Background: an optimization exercise with open tools, aiming at small area and a short achievable clock period. Do not read the settings as production practice. Only simulation tests tie the RTL to the original design; equivalence was not proved.

Setup of rev 12:
## rlwe_alu
module rlwe_alu (
    input  wire        clk,
    input  wire        rst,         
    input  wire        in_valid,
    input  wire [2:0]  in_op,
    input  wire [31:0] in_a,
    input  wire [31:0] in_b,
    input  wire [31:0] in_c,
    output wire        out_valid,
    output wire [31:0] out_y0,
    output wire [31:0] out_y1
);
Size: about 3500 cells after synthesis, ~360 flip-flops, roughly 170 I/O pins.
==> flow/config.mk <==
export PLATFORM = sky130hd
export DESIGN_NAME = rlwe_alu
export DESIGN_NICKNAME = rlwe_alu
export VERILOG_FILES = /design/flow/design.v
export SDC_FILE = /design/flow/constraint.sdc
export NUM_CORES = 4
export LEC_CHECK = 0
export CAP_MARGIN = 20
export CORE_MARGIN = 2
export CORE_UTILIZATION = 40
export SLEW_MARGIN = 20
export SYNTH_HIERARCHICAL = 1
export SYNTH_MINIMUM_KEEP_SIZE = 0
==> flow/constraint.sdc <==
create_clock -name core_clock -period 26.0 [get_ports {clk}]
set_input_delay 5.2000 -clock core_clock [delete_from_list [all_inputs] [get_ports {clk}]]
set_output_delay 5.2000 -clock core_clock [all_outputs]
set_load 0.01 [all_outputs]
standard.sh (not shown) runs the stock make flow with config.mk's settings and CLKGATE_MAP_FILE= SYNTH_SCRIPT=/design/flow/synth_recipe.tcl, a recipe that flattens the netlist after the stock synthesis.
==> flow/flow/run.sh <==
#!/bin/bash
# The standard layout, with every port buffered by a plain buf_2 instead of
# the delay buffer buffer_ports picks by default.
set -euo pipefail
export BUFFER_PORTS_ARGS="-buffer_cell sky130_fd_sc_hd__buf_2"
bash standard.sh > standard_make.log 2>&1
Setup changes, rev 12 to rev 13
--- a/flow/design.v
+++ b/flow/design.v
@@ -2327,24 +2327,29 @@
     rlwe_g u_k1470_26 (.gh(n1490), .ph(n1489), .gl(k1470_19g), .g(k1470_26g));
     wire k1470_27g;
     rlwe_g u_k1470_27 (.gh(n1494), .ph(n1493), .gl(k1470_17g), .g(k1470_27g));
     wire k1470_28g;
     rlwe_g u_k1470_28 (.gh(n1498), .ph(n1497), .gl(k1470_20g), .g(k1470_28g));
     wire k1470_29g;
     rlwe_g u_k1470_29 (.gh(n1502), .ph(n1501), .gl(k1470_16g), .g(k1470_29g));
     wire [17:0] t1 = {n1503 ^ k1470_29g, n1501 ^ k1470_16g, n1499 ^ k1470_28g, n1497 ^ k1470_20g, n1495 ^ k1470_27g, n1493 ^ k1470_17g, n1491 ^ k1470_26g, n1489 ^ k1470_19g, n1487 ^ k1470_25g, n1485 ^ k1470_14g, n1483 ^ k1470_24g, n1481 ^ k1470_18g, n1479 ^ k1470_23g, n1477 ^ k1470_10g, n1475 ^ k1470_22g, n1473 ^ k1470_1g, n1471 ^ 1'b0, n1434};
     reg v4;
     always @(posedge clk) v4 <= rst ? 1'b0 : v3;
     wire smul3 = op3 == 3'd1;
-    reg  [2:0] op4;
-    always @(posedge clk) op4 <= op3;
+    wire [4:0] sel3 = {op3 == 3'd1,
+                       op3 == 3'd5 || op3 == 3'd6,
+                       op3 == 3'd4,
+                       op3 == 3'd0 || op3 == 3'd5 || op3 == 3'd6,
+                       op3 == 3'd2 || op3 == 3'd3 || op3 == 3'd4};
+    reg  [4:0] sel4;
+    always @(posedge clk) sel4 <= sel3;
     reg  [17:0] t04;
     always @(posedge clk) t04 <= smul3 ? {2'd0, p3[15:0]} : t0;
     reg  [17:0] t14;
     always @(posedge clk) t14 <= smul3 ? {2'd0, p3[31:16]} : t1;
     wire [13:0] y0c_s_t =
         ({14{t04[17:13] == 5'd1}} & 14'd8192) |
         ({14{t04[17:13] == 5'd2}} & 14'd4095) |
         ({14{t04[17:13] == 5'd3}} & 14'd12287) |
         ({14{t04[17:13] == 5'd4}} & 14'd8190) |
         ({14{t04[17:13] == 5'd5}} & 14'd4093) |
         ({14{t04[17:13] == 5'd6}} & 14'd12285) |
@@ -2689,41 +2694,26 @@
     wire k1584_22g;
     rlwe_g u_k1584_22 (.gh(n1596), .ph(n1595), .gl(k1584_17g), .g(k1584_22g));
     wire k1584_23g;
     rlwe_g u_k1584_23 (.gh(n1600), .ph(n1599), .gl(k1584_13g), .g(k1584_23g));
     wire k1584_24g;
     rlwe_g u_k1584_24 (.gh(n1604), .ph(n1603), .gl(k1584_18g), .g(k1584_24g));
     wire k1584_25g;
     rlwe_g u_k1584_25 (.gh(n1608), .ph(n1607), .gl(k1584_16g), .g(k1584_25g));
     wire k1584_26g = (~y1c_s[14] & k1584_19g);
     wire [15:0] y1c_d = {~y1c_s[14] ^ k1584_26g, ~y1c_s[14] ^ k1584_19g, y1c_s[13] ^ k1584_25g, n1607 ^ k1584_16g, n1605 ^ k1584_24g, n1603 ^ k1584_18g, n1601 ^ k1584_23g, n1599 ^ k1584_13g, n1597 ^ k1584_22g, n1595 ^ k1584_17g, n1593 ^ k1584_21g, n1591 ^ k1584_9g, n1589 ^ k1584_20g, n1587 ^ k1584_1g, n1585 ^ 1'b0, ~y1c_s[0]};
     wire [13:0] y1c = y1c_d[15] ? y1c_s[13:0] : y1c_d[13:0];
-    reg [31:0] y0m, y1m;
-    always @(*) begin
-        y0m = 32'd0;
-        y1m = 32'd0;
-        case (op4)
-            3'd0:       y0m = {18'd0, y1c};
-            3'd1:       y0m = {t14[15:0], t04[15:0]};
-            3'd2, 3'd3: y0m = {18'd0, y0c};
-            3'd4: begin
-                y0m = {18'd0, y0c};
-                y1m = {18'd0, y1c};
-            end
-            3'd5, 3'd6: begin
-                y0m = {18'd0, y1c};
-                y1m = {18'd0, y0c};
-            end
-            default: ;
-        endcase
-    end
+    wire [13:0] y0r = ({14{sel4[0]}} & y0c) | ({14{sel4[1]}} & y1c);
+    wire [13:0] y1r = ({14{sel4[2]}} & y1c) | ({14{sel4[3]}} & y0c);
+    wire [31:0] y0m = sel4[4] ? {t14[15:0], t04[15:0]} : {18'd0, y0r};
+    wire [31:0] y1m = {18'd0, y1r};
     reg v5;
     always @(posedge clk) v5 <= rst ? 1'b0 : v4;
     reg  [31:0] y05;
     always @(posedge clk) y05 <= y0m;
     reg  [31:0] y15;
     always @(posedge clk) y15 <= y1m;
     assign out_valid = v5;
     assign out_y0 = y05;
     assign out_y1 = y15;
 endmodule
 module rlwe_fa (input wire a, input wire b, input wire c, output wire s, output wire co);
--- outcome ---
Compared with rev 12, final area in rev 13 decreased slightly. Rev 13 vs. rev 12: synthesized instance count saw a decrease; initial core utilization saw little to no change; number of clock sinks saw an increase; number of unique standard cell types used by synthesis saw a decrease. In rev 13 the area added between synthesis and finish turned out 0.19 points higher than in rev 12. | worst setup slack | rev 13 vs rev 12 | 16 ps lower |. Relative to rev 12, number of search-and-repair iterations in the first detailed-routing pass decreased by 1 in rev 13. Going from rev 12 to rev 13, final routed wirelength across all metal layers moved down; non-clock buffer count lower; setup TNS closely matched the old numbers. Comparing rev 13 and rev 12, the higher average routed wire per standard cell was measured on rev 12. Time the final worst path needs with I/O delays and setup (lower): rev 12. Top routing layer in use = met5: rev 12; top routing layer in use = met4: rev 13.

* * *

## before
Starting RTL as in the previous note.
==> flow/config.mk <==
export PLATFORM = sky130hd
export DESIGN_NAME = rlwe_alu
export DESIGN_NICKNAME = rlwe_alu
export VERILOG_FILES = /design/flow/design.v
export SDC_FILE = /design/flow/constraint.sdc
export NUM_CORES = 4
export LEC_CHECK = 0
export CAP_MARGIN = 20
export CORE_MARGIN = 2
export CORE_UTILIZATION = 40
export CTS_CLUSTER_DIAMETER = 80
export CTS_CLUSTER_SIZE = 35
export SLEW_MARGIN = 20
export SYNTH_HIERARCHICAL = 1
export SYNTH_MINIMUM_KEEP_SIZE = 0
==> flow/constraint.sdc <==
create_clock -name core_clock -period 26.0 [get_ports {clk}]
set_input_delay 5.2000 -clock core_clock [delete_from_list [all_inputs] [get_ports {clk}]]
set_output_delay 5.2000 -clock core_clock [all_outputs]
set_load 0.01 [all_outputs]
Scripts as last shown in full above: flow/flow/run.sh
### before -> after
diff --git a/flow/design.v b/flow/design.v
--- a/flow/design.v
+++ b/flow/design.v
@@ -2329,20 +2329,25 @@
     rlwe_g u_k1470_27 (.gh(n1494), .ph(n1493), .gl(k1470_17g), .g(k1470_27g));
     wire k1470_28g;
     rlwe_g u_k1470_28 (.gh(n1498), .ph(n1497), .gl(k1470_20g), .g(k1470_28g));
     wire k1470_29g;
     rlwe_g u_k1470_29 (.gh(n1502), .ph(n1501), .gl(k1470_16g), .g(k1470_29g));
     wire [17:0] t1 = {n1503 ^ k1470_29g, n1501 ^ k1470_16g, n1499 ^ k1470_28g, n1497 ^ k1470_20g, n1495 ^ k1470_27g, n1493 ^ k1470_17g, n1491 ^ k1470_26g, n1489 ^ k1470_19g, n1487 ^ k1470_25g, n1485 ^ k1470_14g, n1483 ^ k1470_24g, n1481 ^ k1470_18g, n1479 ^ k1470_23g, n1477 ^ k1470_10g, n1475 ^ k1470_22g, n1473 ^ k1470_1g, n1471 ^ 1'b0, n1434};
     reg v4;
     always @(posedge clk) v4 <= rst ? 1'b0 : v3;
     wire smul3 = op3 == 3'd1;
-    reg  [2:0] op4;
-    always @(posedge clk) op4 <= op3;
+    wire [4:0] sel3 = {op3 == 3'd1,
+                       op3 == 3'd5 || op3 == 3'd6,
+                       op3 == 3'd4,
+                       op3 == 3'd0 || op3 == 3'd5 || op3 == 3'd6,
+                       op3 == 3'd2 || op3 == 3'd3 || op3 == 3'd4};
+    reg  [4:0] sel4;
+    always @(posedge clk) sel4 <= sel3;
     reg  [17:0] t04;
     always @(posedge clk) t04 <= smul3 ? {2'd0, p3[15:0]} : t0;
     reg  [17:0] t14;
     always @(posedge clk) t14 <= smul3 ? {2'd0, p3[31:16]} : t1;
     wire [13:0] y0c_s_t =
         ({14{t04[17:13] == 5'd1}} & 14'd8192) |
         ({14{t04[17:13] == 5'd2}} & 14'd4095) |
         ({14{t04[17:13] == 5'd3}} & 14'd12287) |
         ({14{t04[17:13] == 5'd4}} & 14'd8190) |
@@ -2691,37 +2696,22 @@
     wire k1584_23g;
     rlwe_g u_k1584_23 (.gh(n1600), .ph(n1599), .gl(k1584_13g), .g(k1584_23g));
     wire k1584_24g;
     rlwe_g u_k1584_24 (.gh(n1604), .ph(n1603), .gl(k1584_18g), .g(k1584_24g));
     wire k1584_25g;
     rlwe_g u_k1584_25 (.gh(n1608), .ph(n1607), .gl(k1584_16g), .g(k1584_25g));
     wire k1584_26g = (~y1c_s[14] & k1584_19g);
     wire [15:0] y1c_d = {~y1c_s[14] ^ k1584_26g, ~y1c_s[14] ^ k1584_19g, y1c_s[13] ^ k1584_25g, n1607 ^ k1584_16g, n1605 ^ k1584_24g, n1603 ^ k1584_18g, n1601 ^ k1584_23g, n1599 ^ k1584_13g, n1597 ^ k1584_22g, n1595 ^ k1584_17g, n1593 ^ k1584_21g, n1591 ^ k1584_9g, n1589 ^ k1584_20g, n1587 ^ k1584_1g, n1585 ^ 1'b0, ~y1c_s[0]};
     wire [13:0] y1c = y1c_d[15] ? y1c_s[13:0] : y1c_d[13:0];
-    reg [31:0] y0m, y1m;
-    always @(*) begin
-        y0m = 32'd0;
-        y1m = 32'd0;
-        case (op4)
-            3'd0:       y0m = {18'd0, y1c};
-            3'd1:       y0m = {t14[15:0], t04[15:0]};
-            3'd2, 3'd3: y0m = {18'd0, y0c};
-            3'd4: begin
-                y0m = {18'd0, y0c};
-                y1m = {18'd0, y1c};
-            end
-            3'd5, 3'd6: begin
-                y0m = {18'd0, y1c};
-                y1m = {18'd0, y0c};
-            end
-            default: ;
-        endcase
-    end
+    wire [13:0] y0r = ({14{sel4[0]}} & y0c) | ({14{sel4[1]}} & y1c);
+    wire [13:0] y1r = ({14{sel4[2]}} & y1c) | ({14{sel4[3]}} & y0c);
+    wire [31:0] y0m = sel4[4] ? {t14[15:0], t04[15:0]} : {18'd0, y0r};
+    wire [31:0] y1m = {18'd0, y1r};
     reg v5;
     always @(posedge clk) v5 <= rst ? 1'b0 : v4;
     reg  [31:0] y05;
     always @(posedge clk) y05 <= y0m;
     reg  [31:0] y15;
     always @(posedge clk) y15 <= y1m;
     assign out_valid = v5;
     assign out_y0 = y05;
     assign out_y1 = y15;
==> comparison <==
Diff after and before: maximum frequency higher in before. On final critical delay including setup and external delays: between after and before, it ends up lower for before. Relative to before, the final cell count of after is lower by 90. after vs before, total of clock buffers placed in the layout went up by 1. after vs. before: area growth from synthesis to layout has remained practically unchanged, area of the mapped netlist fell by about 1.7%. The run showing the greater global-route usage is before. Sequential cell count of the final layout was higher in the run labelled after. Multi-input combinational cell count shrinks by a few percent when moving from before to after.

separate check: timing with driven ports:
The results above use ideal ports. As a check the final layouts listed here were re-extracted and re-timed, cells and wires unchanged. Step 1, drivers: a clkbuf_16 drives clk and a buf_2 each remaining input, both assumed. Step 2 times the ports against the registers' clock, not the clock port: input delays grow and output delays shrink by t, the midpoint of the rising clock arrivals with the driver on. Three values: no drivers, after step 1, after step 2; two values: the first two.
run	t (ns)	setup WS [ns]	hold WS [ns]
rev 12	0.682	19.709 / 19.644 / 19.795	0.360 / 0.360 / 0.360
rev 13	0.661	19.693 / 19.627 / 19.970	0.367 / 0.367 / 0.367
before	0.707	19.662 / 19.601 / 19.776	0.369 / 0.369 / 0.369
after	0.685	19.638 / 19.573 / 19.987	0.366 / 0.366 / 0.366
After both steps setup and hold are still met in every run listed.
